Background: an optimization exercise with open tools, aiming at small area, a short achievable clock period and few clock cycles per item. Do not read the settings as production practice.
Function was checked by simulation only, so behaviour that the tests miss may differ from the original.

File: design/flow/run.sh
#!/bin/bash
# synth_recipe.tcl (not shown) runs the flow's synth.tcl, then flattens the netlist and writes it again
# the make line also repeats each setting of config.mk as NAME=value (left out here)
make -C /OpenROAD-flow-scripts/flow DESIGN_CONFIG=/design/flow/config.mk WORK_HOME=/design/flow/orfs CLKGATE_MAP_FILE= SYNTH_SCRIPT=/design/flow/synth_recipe.tcl finish
File: design/flow/config.mk
export PLATFORM = sky130hd
export DESIGN_NAME = hrd_spim_engine
export DESIGN_NICKNAME = hrd_spim_engine
export VERILOG_FILES = /design/flow/design.v
export SDC_FILE = /design/flow/constraint.sdc
export NUM_CORES = 4
export LEC_CHECK = 0
export CAP_MARGIN = 20
export CORE_MARGIN = 2
export CORE_UTILIZATION = 40
export SLEW_MARGIN = 20
File: design/flow/constraint.sdc
create_clock -name core_clock -period 22.0 [get_ports {clk}]
set_input_delay 4.4000 -clock core_clock [delete_from_list [all_inputs] [get_ports {clk}]]
set_output_delay 4.4000 -clock core_clock [all_outputs]
set_load 0.01 [all_outputs]
File: design/flow/design.v
module hrd_spim_engine (
    input  wire        clk,
    input  wire        rst,
    input  wire        cmd_valid,
    output wire        cmd_ready,
    input  wire [1:0]  cmd_op,
    input  wire [63:0] cmd_word,
    input  wire [7:0]  cmd_chip,
    input  wire [15:0] cmd_cols,
    input  wire        cmd_drop,
    output wire        rsp_valid,
    input  wire        rsp_ready,
    output wire [45:0] rsp_time,
    output wire [15:0] rsp_col,
    output wire [9:0]  rsp_x,
    output wire        rsp_bin,
    output wire        rsp_oor,
    output wire        rsp_badchip,
    output wire        rsp_wrap,
    output wire        rsp_zero
);
    localparam [46:0] R_TU = 47'd53687091200000;
    localparam ND = 8;           
    localparam NS = 3 + ND;      
    reg adv_q, fen_q;
    wire adv = adv_q;
    wire fen = fen_q;
    assign cmd_ready = fen_q;
    reg        v0;
    reg [1:0]  op0;
    reg [51:0] w0;       
    reg        bad0;
    reg [1:0]  ch0;
    reg [15:0] cols0;
    reg        drop0;
    always @(posedge clk) begin
        if (rst) v0 <= 1'b0;
        else if (fen) v0 <= cmd_valid;
        if (fen) begin
            op0   <= cmd_op;
            w0    <= {cmd_word[59:53], cmd_word[46], cmd_word[43:0]};
            bad0  <= |cmd_chip[7:2];
            ch0   <= cmd_chip[1:0];
            cols0 <= cmd_cols;
            drop0 <= cmd_drop;
        end
    end
    wire [63:0] W;
    assign W = {4'd0, w0[51:45], 6'd0, w0[44], 2'd0, w0[43:0]};
    wire        is_ev0 = (op0 == 2'd2);
    wire [33:0] ticks  = {W[15:0], W[43:30], ~W[19:16]};
    wire [33:0] u      = is_ev0 ? ticks : {W[41:9], 1'b0};
    wire [46:0] m      = {13'd0, u} * 47'd3125;
    wire [46:0] s      = m + (is_ev0 ? 47'd0 : 47'd520 * {43'd0, W[8:5]});
    wire [46:0] p      = (s >= R_TU) ? s - R_TU : s;
    wire [7:0]  x0     = {W[59:53], W[46]};
    reg  [9:0]  xv;
    always @(*) begin
        case (ch0)
            2'd0:    xv = 10'd255  - {2'b00, x0};
            2'd1:    xv = 10'd1020 - {2'b00, x0};
            2'd2:    xv = 10'd765  - {2'b00, x0};
            default: xv = 10'd510  - {2'b00, x0};
        endcase
    end
    reg        v1;
    reg [1:0]  op1;
    reg [45:0] val1;
    reg [9:0]  x1;
    reg        bad1;
    reg [15:0] cols1;
    reg        drop1;
    always @(posedge clk) begin
        if (rst) v1 <= 1'b0;
        else if (fen) v1 <= v0;
        if (fen) begin
            op1 <= op0; val1 <= p[45:0]; x1 <= xv; bad1 <= bad0; cols1 <= cols0; drop1 <= drop0;
        end
    end
    reg [45:0] E, REF;
    reg        WRAP;
    reg        cur;
    reg [45:0] IVB [0:1];
    reg        IVZ [0:1];
    wire        ln1 = (op1 == 2'd1);
    wire        st1 = (op1 == 2'd0);
    wire        ev1 = (op1 == 2'd2);
    wire [45:0] iv_cur = IVB[cur];
    wire        ivz_cur = IVZ[cur];
    wire [45:0] bsel  = ln1 ? E : REF;
    wire [47:0] diff  = {2'b00, val1} - {2'b00, bsel};
    wire        negd  = diff[47];
    wire [47:0] adj   = diff + {1'b0, R_TU};
    wire [47:0] res   = (negd & (ln1 | WRAP)) ? adj : diff;
    wire        zero1 = (val1 == E);
    wire        low1  = negd & ~WRAP;
    wire        high1 = ~low1 & (res[45:0] >= iv_cur);
    wire        div1  = ev1 & ~bad1 & ~ivz_cur;
    wire [45:0] dsel  = low1 ? 46'd0 : (high1 ? iv_cur : res[45:0]);
    wire        bin1  = ev1 & ~bad1 & ~ivz_cur & (~(low1 | high1) | ~drop1);
    wire        oor1  = ev1 & ~bad1 & (ivz_cur | low1 | high1);
    always @(posedge clk) begin
        if (rst) begin
            E <= 46'd0; REF <= 46'd0; WRAP <= 1'b0; cur <= 1'b0;
            IVZ[0] <= 1'b1; IVZ[1] <= 1'b1;
        end else if (fen & v1) begin
            if (st1) E <= val1;
            if (ln1) begin
                E <= val1; REF <= E; WRAP <= negd; cur <= ~cur;
                IVB[~cur] <= res[45:0];
                IVZ[~cur] <= zero1;
            end
        end
    end
    reg        v    [2:NS];
    reg [45:0] tm   [2:NS];
    reg [9:0]  xx   [2:NS];
    reg        fb   [2:NS];    
    reg        fo   [2:NS];    
    reg        fc   [2:NS];    
    reg        fw   [2:NS];    
    reg        fz   [2:NS];    
    reg        fh   [2:NS];    
    reg        fl   [2:NS];    
    reg        dv   [2:NS];    
    reg        tg   [2:NS];
    reg [45:0] rm   [2:NS];    
    reg [15:0] pq   [2:NS];    
    wire [61:0] prod = rm[2] * pq[2];
    reg [45:0] rn [3:NS];
    reg [15:0] qn [3:NS];
    integer k, j;
    reg [46:0] t;
    reg [45:0] dvs;
    always @(*) begin
        for (k = 4; k <= NS; k = k + 1) begin
            rn[k] = rm[k-1];
            qn[k] = pq[k-1];
            dvs = IVB[tg[k-1]];
            for (j = 0; j < 2; j = j + 1) begin
                t = {rn[k], qn[k][15]};
                if (t >= {1'b0, dvs}) begin
                    rn[k] = t[45:0] - dvs;
                    qn[k] = {qn[k][14:0], 1'b1};
                end else begin
                    rn[k] = t[45:0];
                    qn[k] = {qn[k][14:0], 1'b0};
                end
            end
        end
    end
    always @(posedge clk) begin
        for (k = 2; k <= NS; k = k + 1)
            if (rst) v[k] <= 1'b0;
        if (!rst && adv) begin
            v[2] <= v1 & fen;
            for (k = 3; k <= NS; k = k + 1) v[k] <= v[k-1];
        end
        if (adv) begin
            tm[2] <= val1; xx[2] <= x1; fb[2] <= bin1; fo[2] <= oor1; fc[2] <= ev1 & bad1;
            fw[2] <= negd; fz[2] <= zero1; fh[2] <= high1; fl[2] <= low1; dv[2] <= div1; tg[2] <= cur;
            rm[2] <= dsel; pq[2] <= cols1;
            for (k = 3; k <= NS; k = k + 1) begin
                tm[k] <= tm[k-1]; xx[k] <= xx[k-1]; fb[k] <= fb[k-1]; fo[k] <= fo[k-1]; fc[k] <= fc[k-1];
                fw[k] <= fw[k-1]; fz[k] <= fz[k-1]; fh[k] <= fh[k-1]; fl[k] <= fl[k-1]; dv[k] <= dv[k-1]; tg[k] <= tg[k-1];
            end
            rm[3] <= prod[61:16]; pq[3] <= prod[15:0];
            for (k = 4; k <= NS; k = k + 1) begin
                rm[k] <= rn[k]; pq[k] <= qn[k];
            end
        end
    end
    wire [15:0] colf = fl[NS] ? 16'd0 : (fh[NS] ? pq[NS] - 16'd1 : pq[NS]);
    wire [76:0] F = {tm[NS], colf, xx[NS], fb[NS], fo[NS], fc[NS], fw[NS], fz[NS]};
    reg  [76:0] H, S;
    reg         hv, sv;
    wire        pop  = hv & rsp_ready;
    wire        push = adv & v[NS];
    always @(posedge clk) begin
        if (rst) begin
            hv <= 1'b0; sv <= 1'b0;
        end else begin
            if (!hv) begin
                hv <= push;
            end else if (pop) begin
                if (sv) begin sv <= 1'b0; end
                else hv <= push;
            end else begin
                if (push) sv <= 1'b1;
            end
        end
        if (!hv || (pop && !sv)) H <= F;
        else if (pop && sv) H <= S;
        if (hv && !pop && push) S <= F;
    end
    assign rsp_valid = hv;
    assign {rsp_time, rsp_col, rsp_x, rsp_bin, rsp_oor, rsp_badchip, rsp_wrap, rsp_zero} = H;
    wire [1:0] occ      = {1'b0, hv} + {1'b0, sv};
    wire [1:0] occ_next = occ + {1'b0, push} - {1'b0, pop};
    wire       adv_next = (occ_next <= 2'd1);
    wire       r1v_n  = fen ? v0 : v1;
    wire       r1ln_n = fen ? (op0 == 2'd1) : ln1;
    wire       cur_n  = cur ^ (fen & v1 & ln1);
    reg  [1:0] busy;
    always @(*) begin
        busy = 2'b00;
        if (v1 & ev1) busy[cur] = 1'b1;
        for (k = 2; k <= NS - 1; k = k + 1)
            if (v[k] & dv[k]) busy[tg[k]] = 1'b1;
    end
    wire lstall_n = r1v_n & r1ln_n & busy[~cur_n];
    always @(posedge clk) begin
        if (rst) begin
            adv_q <= 1'b1; fen_q <= 1'b1;
        end else begin
            adv_q <= adv_next;
            fen_q <= adv_next & ~lstall_n;
        end
    end
endmodule
==> run notes <==
[state kept, by name, indices dropped and copies added (netlist names), 52 cells and up, named ones only]
register and cells:
rm 414, xx 100, w0 52, IVB 92
S 77, H 77, tm 460, pq 160
[worst max-delay path by stage]
| stage | start | to | slack [ns] | depth (start not counted) |
|---|---|---|---|---|
| floorplan | adv_q$_SDFF_PP1_ | S[0]$_DFFE_PP_ | 2.43 | 3 |
| global placement | flip-flop | rm[9][14]$_DFFE_PP_ | 11.40 | 30 |
| detailed placement | flip-flop | rm[9][13]$_DFFE_PP_ | 11.40 | 30 |
| CTS | op0[1]$_DFFE_PP_ | val1[43]$_DFFE_PP_ | 11.35 | 35 |
| global route | op0[0]$_DFFE_PP_ | val1[43]$_DFFE_PP_ | 10.55 | 35 |
| finish | op0[1]$_DFFE_PP_ | val1[43]$_DFFE_PP_ | 11.05 | 35 |
[worst max-delay path, delay by kind of cell (launching register included)]
family,cells,cell delay [ns]
flip-flops,1,0.46
adder cells (fa/ha/maj),7,3.05
multiplexers,1,0.49
buffers and inverters,6,0.74
XOR/XNOR,2,0.60
AND/OR/NAND/NOR,12,3.04
AO/OA/AOI/OAI,7,2.19
[layout make-up]
class,instances,area [um2],share of cell area (%)
clock buffer,241,5170,3.40
sequential,1739,51100,33.6
inverter,1058,3970,2.61
clock inverter,111,1220,0.804
multi-input combinational,9882,81800,53.8
antenna,5,12.5,0.00823
timing repair buffer,334,2950,1.94
tap,4578,5730,3.77
[Yosys cell counts (30+ instances only)]
cell type	n	area, um2
nor2_1	613	2300
fa_1	757	15200
nand4_1	159	995
o31ai_1	63	473
o21bai_1	116	871
xor2_1	320	2800
clkbuf_1	437	1640
a211oi_1	145	1090
mux2i_1	484	4840
nor2b_1	151	945
ha_1	1157	14500
o211ai_1	46	345
nand2b_1	135	845
nor3_1	137	686
nand2_1	1250	4690
a21oi_1	892	4460
mux2_2	496	5590
or3_1	36	225
nor4_1	52	325
buf_1	91	342
edfxtp_1	1628	48900
o21a_1	92	691
o21ai_0	582	2910
and4_1	30	263
dfxtp_1	111	2220
inv_1	1056	3960
and3_1	95	594
xnor2_1	488	4270
and2_1	262	1640
a31oi_1	102	638
a21boi_0	35	263
a21o_1	548	4110
nand3_1	184	921
[kinds of logic after synthesis]
group | after synthesis
simple gates | 3197
flops | 1739
compound gates | 2943
xor+xnor | 808
fa+ha+maj | 1922
mux | 1012
buf+inv | 1616
[routing by layer]
metal	vias up	GRT usage (%)	wire length [um]
met3	626	2.32	20800
met1	48200	30.9	179000
met2	2732	33.6	168000
li1	47300	-	-
met5	-	0	0
met4	0	10.4	21000
[through the flow]
stage          cell area, um2  util [%]  instances
2_1_floorplan          139000         -      13200
4_1_cts                152000      43.9      17900
3_3_place_gp           146000      42.1      17600
3_5_place_dp           146000      42.1      17600
5_1_grt                152000      43.9      17900
6_report               152000      43.9      17900
==> flow_metrics.tcl <==
set metrics [dict create \
    cp_common_cell "inv_1" \
    synth_mux_area_share_pct 7.86 \
    worstPathMaxFanout 41 \
    synth.distinct_cells 101 \
    synth_simple_gate_area_share_pct 10.9 \
    synth_edf_count 1628 \
    die_y_um 593 \
    critPathSlowestCell "o31ai_1" \
    outcome "finished clean" \
    hpwlAfterDp_mm 300 \
    synthAdderAreaFrac_pct 21.4 \
    cts_made_buffers 197 \
    r2r_start "op0[1]$_DFFE_PP_" \
    core_um2 346000 \
    hold_slack_ns 0.339 \
    place.port_buffers 161 \
    grt_pass1_wl_mm 589 \
    setup-violations-final 0 \
    grt_pass1_vias 96900 \
    setup_ws_ns 11.05 \
    cts_resized 0 \
    syn_area_um2 139000 \
    drv_slew 0 \
    worst_setup_path_end_kind "flip-flop" \
    async_reset_ff_share_pct 0 \
    antenna_found_initial 18 \
    min-delay-start "tm[5][19]$_DFFE_PP_" \
    hold_class "flip-flop to flip-flop" \
    syn2layout_area_growth_pct 9.42 \
    clkSlewWorstSetupHoldPaths_ns 0.06 \
    worstPathArrival_ns 11.53 \
    min_to "tm[6][19]$_DFFE_PP_" \
    drive_gt1_share_pct 8.31 \
    io_pins 174 \
    drt_iter0_markers 8078 \
    grt_overflow 0 \
    first_pass_iters 6 \
    die_area_um2 352000 \
    drv_cap 0 \
    layout_commonest_cell "edfxtp_1" \
    root_buffer "clkbuf_16" \
    vias 98900 \
    finalCritPeriodShare_pct 49.8 \
    synth-xor-area-share_pct 5.09 \
    tns_ns 0 \
    dpl_worst_slack_ns 11.40 \
    r2r_slack_ns 11.05 \
    fillers 32800 \
    gp_congestion 0.980 \
    ys_ff_latch 1739 \
    synth_nets 15200 \
    rr_worst_depth 35 \
    fin_nets 15200 \
    post_synth.cell_area_avg_um2 10.5 \
    cts_hold_buffers 0 \
    synth_top_family_by_area "adder cells" \
    worstSetupStartpointType "flip-flop" \
    required_ns 22.58 \
    initial_core_util_pct 40.2 \
    drcViolationCount 0 \
    tightest_slew_ns 1.15 \
    fmax_ghz 0.0913 \
    rsz0062_at_grt "false" \
    viasPerCell 5.51 \
    layout_min_cycle_time_ns 10.95 \
    cts.sinks 1739 \
    clkLatencyLatePin_ns 0.91 \
    grt_max_degree 187 \
    max_slew_margin_pct 22.5 \
    cts_tree "done" \
    rows 216 \
    antenna_left 0 \
    cts_setup_buffers 0 \
    cts_buffer_depth 4 \
    htreeDepth 4 \
    postRouteWirelength_mm 388 \
    worstSetupPathType "flip-flop to flip-flop" \
    syn_inst 13200 \
    synth_compound_area_share_pct 13.5 \
    whs_path_depth 0 \
    die_x_um 593 \
    seq_area_frac_synth_pct 36.8 \
    fin_skew_ns 0.117 \
    ys.warnings.count 17 \
    max_stage_delay_ns 0.82 \
    ys.flop_type "edfxtp_1" \
    final_cell_mix "1628 x edfxtp_1, 1250 x nand2_1, 1157 x ha_1" \
    r2r_end "val1[43]$_DFFE_PP_" \
    finalHoldViolations 0 \
    track_usage_pct 21.9 \
    wire_per_inst_um 21.6 \
]
Testbench counts, summed over its fixed seeds: cycles 9,704, events 9,381.

what the ideal ports hide:
Ports are ideal in the flow. The routed layout listed here was re-timed in OpenROAD. Step 1 sets driving cells, clkbuf_16 on the clock port and buf_2 on the other inputs (assumed; they add their load-dependent delay and slew). Step 2 moves the port delays by t, midway between the first and last clock arrival at a register: inputs arrive t later, outputs are due t later. That takes back most of the time a late clock gives input paths. Slacks: ideal / step 1 / step 2; pairs: ideal / step 1.
shift t [ns]: 0.936
slack for setup (ns): 11.051 / 11.051 / 11.051
clock arrival spread, ns: 0.116 / 0.117
worst data-port slew with drivers (ns): 0.21
cell pins on the clock port's net: 1
After both steps setup and hold are still met in this run. The setup slack of this run moves by 0.000 ns with the drivers and by 0.000 ns with both steps.
